This design comes from an exercise in tuning for small area on the open sky130 flow, not from production work. At most, simulation tests tie the RTL to the original design; equivalence was not proved.

==> run a: inputs <==
Design bcs, start of the top module:
module bcs (
    input  wire       clk,
    input  wire       rst,           
    input  wire       we,
    input  wire [4:0] addr,
    input  wire [7:0] wdata,
    output reg  [7:0] rdata,
    input  wire       push_valid,
    input  wire [7:0] push_data,
    output wire       push_ready,
    output wire       pop_valid,
    output wire [7:0] pop_data,
    input  wire       pop_ready
);
    localparam [2:0] PH_IDLE     = 3'd0,
                     PH_LEN_LO   = 3'd1,
                     PH_LEN_HI   = 3'd2,
                     PH_FLAG     = 3'd3,
                     PH_PAYLOAD  = 3'd4,
                     PH_CHECKSUM = 3'd5;
    reg        ovfchk;
    reg [7:0]  flag;
    reg [7:0]  namelen;
    reg [7:0]  htype;
    reg [31:0] plen;
    reg [15:0] hdlen;
    reg [15:0] hparam1;
    reg [15:0] hparam2;
    reg [7:0]  name [0:9];
    reg [1:0]  errcode;
    reg [7:0]  chk;
    reg [15:0] blen;
    reg [2:0]  phase;
    reg        op_enc;       
    reg        op_hblk;      
    reg [7:0]  outbuf;
    reg        outvld;
    reg        done;
    reg [4:0]   cnt;
    reg [135:0] sd;
    wire [31:0] remain = {sd[26:0], cnt};
    wire [7:0]  w_flag = sd[39:32];
    wire busy  = (phase != PH_IDLE) || outvld;
    wire inrdy = (phase == PH_PAYLOAD) && op_enc && !outvld;
    wire [7:0] status = {phase, outvld, inrdy, (errcode != 2'd0), done, busy};
    assign push_ready = inrdy;
  ...
export LEC_CHECK = 0
export CAP_MARGIN = 20
export CORE_MARGIN = 2
export CORE_UTILIZATION = 40
export PLACE_DENSITY = 0.6
export SLEW_MARGIN = 20
create_clock -name core_clock -period 6.0 [get_ports {clk}]
run.sh (not shown) runs the stock make flow with config.mk's settings and CLKGATE_MAP_FILE= SYNTH_SCRIPT=/design/flow/synth_recipe.tcl, a recipe that flattens the netlist after the stock synthesis.
==> inputs of run b, as changes to run a <==
--- a/flow/design.v
+++ b/flow/design.v
@@ -101,17 +101,24 @@
             5'h1D: rdata = blen[7:0];
             5'h1E: rdata = blen[15:8];
             default: rdata = 8'h00;
         endcase
     end
     wire cmd_wr    = we && (addr == 5'h00);
     wire cmd_legal = (wdata[7:4] == 4'h0) && (wdata[3:0] <= 4'h4);
     wire plen_ovf  = ovfchk && ((plen[31:16] != 16'h0) || (plen[15:1] == 15'h7FFF));
-    wire [15:0] plen_plus2 = plen[15:0] + 16'd2;
+    wire [15:0] pc;
+    assign pc[0] = 1'b0;
+    assign pc[1] = 1'b1;
+    genvar gj;
+    generate for (gj = 2; gj < 16; gj = gj + 1) begin : g_pc
+        assign pc[gj] = pc[gj-1] & plen[gj-1];
+    end endgenerate
+    wire [15:0] plen_plus2 = plen[15:0] ^ pc;
     wire pop_fire  = pop_ready && outvld;
     wire push_fire = push_valid && inrdy;
     wire accept    = cmd_wr && !busy && cmd_legal;
     wire acc_enc   = accept && (wdata[2:0] == 3'd1) && !plen_ovf;
     wire acc_hdr   = accept && (wdata[2:0] == 3'd2);
     wire acc_hblk  = accept && (wdata[2:0] == 3'd3);
     wire acc_clr   = accept && (wdata[2:0] == 3'd4);
     wire [7:0] rmask = {8{rst}};
@@ -144,39 +151,47 @@
         if (wr && (rst || addr == 5'h18)) name[6]       <= wd0;
         if (wr && (rst || addr == 5'h19)) name[7]       <= wd0;
         if (wr && (rst || addr == 5'h1A)) name[8]       <= wd0;
         if (wr && (rst || addr == 5'h1B)) name[9]       <= wd0;
     end
     wire step_hdr  = !outvld && (phase == PH_PAYLOAD) && !op_enc;
     wire step_enc  = (phase == PH_PAYLOAD) && push_fire;
     wire cnt_last  = (cnt == 5'd1) && (!op_enc || (sd[26:0] == 27'h0));
-    wire [31:0] remain_dec = remain - 32'd1;
+    wire [31:0] rz;      
+    assign rz[0] = 1'b1;
+    genvar gi;
+    generate for (gi = 1; gi < 32; gi = gi + 1) begin : g_rz
+        assign rz[gi] = rz[gi-1] & ~remain[gi-1];
+    end endgenerate
+    wire [31:0] remain_dec = remain ^ rz;
     always @(posedge clk) begin
         if (acc_enc) begin
             {sd[26:0], cnt} <= plen;
             sd[39:32]       <= flag;
         end else if (acc_hdr || acc_hblk) begin
             sd  <= hdr_load;
             cnt <= 5'd17;
         end else if (step_hdr || step_enc) begin
             {sd[26:0], cnt} <= remain_dec;
         end
     end
-    always @(posedge clk) begin
-        if (!outvld) begin
-            case (phase)
-                PH_LEN_LO:   outbuf <= blen[7:0];
-                PH_LEN_HI:   outbuf <= blen[15:8];
-                PH_FLAG:     outbuf <= op_enc ? w_flag : 8'h00;
-                PH_PAYLOAD:  outbuf <= op_enc ? push_data : hdr_byte;
-                PH_CHECKSUM: outbuf <= chk;
-                default: ;
-            endcase
-        end
+    reg [7:0] emit_byte;
+    always @(*) begin
+        case (phase)
+            PH_LEN_LO:   emit_byte = blen[7:0];
+            PH_LEN_HI:   emit_byte = blen[15:8];
+            PH_FLAG:     emit_byte = op_enc ? w_flag : 8'h00;
+            PH_PAYLOAD:  emit_byte = op_enc ? push_data : hdr_byte;
+            default:     emit_byte = chk;
+        endcase
+    end
+    always @(posedge clk) begin
+        if (!outvld)
+            outbuf <= emit_byte;
     end
     always @(posedge clk) begin
         if (acc_enc || acc_hdr || acc_hblk) begin
             op_enc  <= acc_enc;
             op_hblk <= acc_hblk;
         end
     end
     always @(posedge clk) begin
@@ -220,29 +235,29 @@
                     end
                     PH_LEN_HI: begin
                         outvld <= 1'b1;
                         phase  <= PH_FLAG;
                     end
                     PH_FLAG: begin
                         outvld <= 1'b1;
                         if (op_enc) begin
-                            chk <= chk ^ w_flag;
+                            chk <= chk ^ emit_byte;
                             if (remain == 32'h0)
                                 phase <= PH_CHECKSUM;
                             else
                                 phase <= PH_PAYLOAD;
                         end else begin
                             phase <= PH_PAYLOAD;
                         end
                     end
                     PH_PAYLOAD: begin
                         if (!op_enc || push_valid) begin
                             outvld <= 1'b1;
-                            chk    <= chk ^ (op_enc ? push_data : hdr_byte);
+                            chk    <= chk ^ emit_byte;
                             if (cnt_last) begin
                                 if (op_enc || op_hblk) begin
                                     phase <= PH_CHECKSUM;
                                 end else begin
                                     phase <= PH_IDLE;
                                     done  <= 1'b1;
                                 end
                             end
==> flow/flow/run.sh (new file) <==
#!/bin/bash
# Layout flow: the standard flow (standard synthesis, floorplan, power
# grid, placement, CTS, routing), with two layout choices passed to the ORFS
# scripts through their environment variables:
#  - port buffers use the smallest buffer cell (buf_1) instead of the
#    default pick (clkdlybuf4s50_1); every port is still buffered;
#  - CTS clusters the registers onto clkbuf_8 leaf buffers and inserts no
#    dummy loads.
set -euo pipefail
export BUFFER_PORTS_ARGS="-buffer_cell sky130_fd_sc_hd__buf_1"
export CTS_ARGS="-sink_clustering_enable -repair_clock_nets -sink_clustering_size 16 -sink_clustering_max_diameter 50 -buf_list sky130_fd_sc_hd__clkbuf_8 -dont_use_dummy_load"
bash standard.sh finish > standard_flow.log 2>&1
==> flow/standard.sh (new file) <==
#!/bin/bash
# synth_recipe.tcl (not shown) runs the flow's synth.tcl, then flattens the netlist and writes it again
# the make line also repeats each setting of config.mk as NAME=value (left out here)
make -C /OpenROAD-flow-scripts/flow DESIGN_CONFIG=/design/flow/config.mk WORK_HOME=/design/flow/orfs CLKGATE_MAP_FILE= SYNTH_SCRIPT=/design/flow/synth_recipe.tcl "${@:-finish}"
Settings changed: CAP_MARGIN 20 to 10, CORE_UTILIZATION 40 to 60, CTS_BUF_LIST set to sky130_fd_sc_hd__clkbuf_8, CTS_CLUSTER_DIAMETER set to 50, CTS_CLUSTER_SIZE set to 16, PLACE_DENSITY 0.6 to 0.75, SLEW_MARGIN 20 to 10.
removed: flow/run.sh
==> inputs of run c, as changes to run a <==
--- a/flow/design.v
+++ b/flow/design.v
@@ -101,17 +101,24 @@
             5'h1D: rdata = blen[7:0];
             5'h1E: rdata = blen[15:8];
             default: rdata = 8'h00;
         endcase
     end
     wire cmd_wr    = we && (addr == 5'h00);
     wire cmd_legal = (wdata[7:4] == 4'h0) && (wdata[3:0] <= 4'h4);
     wire plen_ovf  = ovfchk && ((plen[31:16] != 16'h0) || (plen[15:1] == 15'h7FFF));
-    wire [15:0] plen_plus2 = plen[15:0] + 16'd2;
+    wire [15:0] pc;
+    assign pc[0] = 1'b0;
+    assign pc[1] = 1'b1;
+    genvar gj;
+    generate for (gj = 2; gj < 16; gj = gj + 1) begin : g_pc
+        assign pc[gj] = pc[gj-1] & plen[gj-1];
+    end endgenerate
+    wire [15:0] plen_plus2 = plen[15:0] ^ pc;
     wire pop_fire  = pop_ready && outvld;
     wire push_fire = push_valid && inrdy;
     wire accept    = cmd_wr && !busy && cmd_legal;
     wire acc_enc   = accept && (wdata[2:0] == 3'd1) && !plen_ovf;
     wire acc_hdr   = accept && (wdata[2:0] == 3'd2);
     wire acc_hblk  = accept && (wdata[2:0] == 3'd3);
     wire acc_clr   = accept && (wdata[2:0] == 3'd4);
     wire [7:0] rmask = {8{rst}};
@@ -144,39 +151,47 @@
         if (wr && (rst || addr == 5'h18)) name[6]       <= wd0;
         if (wr && (rst || addr == 5'h19)) name[7]       <= wd0;
         if (wr && (rst || addr == 5'h1A)) name[8]       <= wd0;
         if (wr && (rst || addr == 5'h1B)) name[9]       <= wd0;
     end
     wire step_hdr  = !outvld && (phase == PH_PAYLOAD) && !op_enc;
     wire step_enc  = (phase == PH_PAYLOAD) && push_fire;
     wire cnt_last  = (cnt == 5'd1) && (!op_enc || (sd[26:0] == 27'h0));
-    wire [31:0] remain_dec = remain - 32'd1;
+    wire [31:0] rz;      
+    assign rz[0] = 1'b1;
+    genvar gi;
+    generate for (gi = 1; gi < 32; gi = gi + 1) begin : g_rz
+        assign rz[gi] = rz[gi-1] & ~remain[gi-1];
+    end endgenerate
+    wire [31:0] remain_dec = remain ^ rz;
     always @(posedge clk) begin
         if (acc_enc) begin
             {sd[26:0], cnt} <= plen;
             sd[39:32]       <= flag;
         end else if (acc_hdr || acc_hblk) begin
             sd  <= hdr_load;
             cnt <= 5'd17;
         end else if (step_hdr || step_enc) begin
             {sd[26:0], cnt} <= remain_dec;
         end
     end
-    always @(posedge clk) begin
-        if (!outvld) begin
-            case (phase)
-                PH_LEN_LO:   outbuf <= blen[7:0];
-                PH_LEN_HI:   outbuf <= blen[15:8];
-                PH_FLAG:     outbuf <= op_enc ? w_flag : 8'h00;
-                PH_PAYLOAD:  outbuf <= op_enc ? push_data : hdr_byte;
-                PH_CHECKSUM: outbuf <= chk;
-                default: ;
-            endcase
-        end
+    reg [7:0] emit_byte;
+    always @(*) begin
+        case (phase)
+            PH_LEN_LO:   emit_byte = blen[7:0];
+            PH_LEN_HI:   emit_byte = blen[15:8];
+            PH_FLAG:     emit_byte = op_enc ? w_flag : 8'h00;
+            PH_PAYLOAD:  emit_byte = op_enc ? push_data : hdr_byte;
+            default:     emit_byte = chk;
+        endcase
+    end
+    always @(posedge clk) begin
+        if (!outvld)
+            outbuf <= emit_byte;
     end
     always @(posedge clk) begin
         if (acc_enc || acc_hdr || acc_hblk) begin
             op_enc  <= acc_enc;
             op_hblk <= acc_hblk;
         end
     end
     always @(posedge clk) begin
@@ -220,29 +235,29 @@
                     end
                     PH_LEN_HI: begin
                         outvld <= 1'b1;
                         phase  <= PH_FLAG;
                     end
                     PH_FLAG: begin
                         outvld <= 1'b1;
                         if (op_enc) begin
-                            chk <= chk ^ w_flag;
+                            chk <= chk ^ emit_byte;
                             if (remain == 32'h0)
                                 phase <= PH_CHECKSUM;
                             else
                                 phase <= PH_PAYLOAD;
                         end else begin
                             phase <= PH_PAYLOAD;
                         end
                     end
                     PH_PAYLOAD: begin
                         if (!op_enc || push_valid) begin
                             outvld <= 1'b1;
-                            chk    <= chk ^ (op_enc ? push_data : hdr_byte);
+                            chk    <= chk ^ emit_byte;
                             if (cnt_last) begin
                                 if (op_enc || op_hblk) begin
                                     phase <= PH_CHECKSUM;
                                 end else begin
                                     phase <= PH_IDLE;
                                     done  <= 1'b1;
                                 end
                             end
==> flow/flow/run.sh (new file) <==
#!/bin/bash
# Layout flow: the standard flow, with
#  - the standard synthesis unchanged, then its combinational logic mapped
#    again by ABC with an area-oriented script (flow/area.abc); every
#    register instance of the standard synthesis is kept as it is (same
#    name and cell), only the logic between registers and ports is remapped;
#  - port buffers of the smallest buffer cell (buf_1); every port is still
#    buffered;
#  - CTS onto clkbuf_8 leaf buffers without dummy loads.
# Each tool's output goes to its own log file in this folder.
set -euo pipefail
here=$(pwd)
res=$here/orfs/results/$FLOW_PLATFORM/bcs/base
lib=$FLOW_HOME/platforms/sky130hd/lib/sky130_fd_sc_hd__tt_025C_1v80.lib
yosys_bin=$FLOW_HOME/../tools/install/yosys/bin/yosys
[[ -x $yosys_bin ]] || yosys_bin=yosys

export BUFFER_PORTS_ARGS="-buffer_cell sky130_fd_sc_hd__buf_1"
export CTS_ARGS="-sink_clustering_enable -repair_clock_nets -sink_clustering_size 16 -sink_clustering_max_diameter 50 -buf_list sky130_fd_sc_hd__clkbuf_8 -dont_use_dummy_load"

# 1. standard synthesis
bash standard.sh "$res/1_2_yosys.v" > standard_synth.log 2>&1
cp "$res/1_2_yosys.v" "$here/standard_1_2_yosys.v"

# 2. remap the combinational logic; registers stay black boxes
du=""
while read -r c; do [[ -n $c ]] && du="$du -dont_use $c"; done < flow/dont_use.txt
seq_cells=$(grep -oE 'sky130_fd_sc_hd__[a-z0-9_]*(df|dl)[a-z0-9_]*' "$here/standard_1_2_yosys.v" | sort -u | tr '\n' ' ')
cat > resyn.ys <<EOS
read_liberty -ignore_miss_func $lib
setattr -mod -set keep_hierarchy 1 $seq_cells
setattr -mod -set blackbox 1 $seq_cells
read_verilog $here/standard_1_2_yosys.v
hierarchy -top $FLOW_TOP
flatten
hierarchy -top $FLOW_TOP
opt -full
abc -liberty $lib $du -script $here/flow/area.abc
splitnets
opt_clean -purge
hilomap -singleton -hicell sky130_fd_sc_hd__conb_1 HI -locell sky130_fd_sc_hd__conb_1 LO
insbuf -buf sky130_fd_sc_hd__buf_4 A X
stat -liberty $lib
read_liberty -lib -ignore_miss_func -ignore_redef $lib
check -assert
write_verilog -noattr -nohex -nodec $here/resyn_1_2_yosys.v
EOS
"$yosys_bin" -l resyn_yosys.log -q -s resyn.ys > /dev/null 2>&1
cp "$here/resyn_1_2_yosys.v" "$res/1_2_yosys.v"

# 3. the rest of the standard flow on the remapped netlist
bash standard.sh finish > standard_flow.log 2>&1
==> flow/flow/area.abc (new file) <==
strash
&get -n
&syn2
&dch -f
&nf -a -R 1000
&put
mfs2
strash
&get -n
&dch -f
&nf -a -R 1000
&put
topo
stime -c
==> flow/flow/dont_use.txt (new file) <==
sky130_fd_sc_hd__lpflow_bleeder_1
sky130_fd_sc_hd__lpflow_clkbufkapwr_1
sky130_fd_sc_hd__lpflow_clkbufkapwr_16
sky130_fd_sc_hd__lpflow_clkbufkapwr_2
sky130_fd_sc_hd__lpflow_clkbufkapwr_4
sky130_fd_sc_hd__lpflow_clkbufkapwr_8
sky130_fd_sc_hd__lpflow_clkinvkapwr_1
sky130_fd_sc_hd__lpflow_clkinvkapwr_16
sky130_fd_sc_hd__lpflow_clkinvkapwr_2
sky130_fd_sc_hd__lpflow_clkinvkapwr_4
sky130_fd_sc_hd__lpflow_clkinvkapwr_8
sky130_fd_sc_hd__lpflow_decapkapwr_12
sky130_fd_sc_hd__lpflow_decapkapwr_3
sky130_fd_sc_hd__lpflow_decapkapwr_4
sky130_fd_sc_hd__lpflow_decapkapwr_6
sky130_fd_sc_hd__lpflow_decapkapwr_8
sky130_fd_sc_hd__lpflow_inputiso0n_1
sky130_fd_sc_hd__lpflow_inputiso0p_1
sky130_fd_sc_hd__lpflow_inputiso1n_1
sky130_fd_sc_hd__lpflow_inputiso1p_1
sky130_fd_sc_hd__lpflow_inputisolatch_1
sky130_fd_sc_hd__lpflow_isobufsrc_1
sky130_fd_sc_hd__lpflow_isobufsrc_16
sky130_fd_sc_hd__lpflow_isobufsrc_2
sky130_fd_sc_hd__lpflow_isobufsrc_4
sky130_fd_sc_hd__lpflow_isobufsrc_8
sky130_fd_sc_hd__lpflow_isobufsrckapwr_16
sky130_fd_sc_hd__lpflow_lsbuf_lh_hl_isowell_tap_1
sky130_fd_sc_hd__lpflow_lsbuf_lh_hl_isowell_tap_2
sky130_fd_sc_hd__lpflow_lsbuf_lh_hl_isowell_tap_4
sky130_fd_sc_hd__lpflow_lsbuf_lh_isowell_4
sky130_fd_sc_hd__lpflow_lsbuf_lh_isowell_tap_1
sky130_fd_sc_hd__lpflow_lsbuf_lh_isowell_tap_2
sky130_fd_sc_hd__lpflow_lsbuf_lh_isowell_tap_4
sky130_fd_sc_hd__probe_p_8
sky130_fd_sc_hd__probec_p_8
==> flow/standard.sh (new file) <==
#!/bin/bash
# synth_recipe.tcl (not shown) runs the flow's synth.tcl, then flattens the netlist and writes it again
# the make line also repeats each setting of config.mk as NAME=value (left out here)
make -C /OpenROAD-flow-scripts/flow DESIGN_CONFIG=/design/flow/config.mk WORK_HOME=/design/flow/orfs CLKGATE_MAP_FILE= SYNTH_SCRIPT=/design/flow/synth_recipe.tcl "${@:-finish}"
Settings changed: CAP_MARGIN 20 to 10, CORE_UTILIZATION 40 to 60, CTS_BUF_LIST set to sky130_fd_sc_hd__clkbuf_8, CTS_CLUSTER_DIAMETER set to 50, CTS_CLUSTER_SIZE set to 16, PLACE_DENSITY 0.6 to 0.75, SLEW_MARGIN 20 to 10.
removed: flow/run.sh
==> run summary <==
- Against run c, the worst setup slack of run b is worse by 0.78 ns.
- Of run c and run a, run a has the higher via count (gap 5.5%, measured against run a).
- Of run a and run c, run c has the higher core utilization (gap 20 points).
- The highest cell count belongs to run a, the lowest to run c.
- Flip-flop and latch count is the same in run c and run a.
- The highest synthesized cell count belongs to run a, the lowest to run c.
- The lowest critical path depth belongs to run a, the highest to run b.
- The highest register-to-register slack belongs to run a, the lowest to run b.
The RTL of run b and run c was laid out without a check of its function.

re-timing with driven ports:
Ports are ideal in the flow. The routed layouts listed here were re-timed in OpenROAD.
Step 1 sets driving cells, clkbuf_16 on the clock port and buf_2 on the other inputs (assumed; they add their load-dependent delay and slew).
Step 2 adds t to the input delays and takes it off the output delays; t is the mean of the earliest and latest rising clock arrival at the registers after step 1. Input paths then give back, and output paths get back, about the clock's delay inside the block.
Slacks: ideal / step 1 / step 2; pairs: ideal / step 1.
run | t, ns | slack for setup (ns) | worst slew at a driven data input, ns
run a | 0.611 | 0.295 / 0.273 / 0.273 | 0.04
run b | 0.587 | 0.284 / 0.284 / 0.284 | 0.03
run c | 0.581 | 1.060 / 1.036 / 1.036 | 0.05
After both steps every run listed still meets setup and hold. For run c, which loses most, drivers alone change the setup slack by -0.024 ns; drivers and shift together by -0.024 ns.
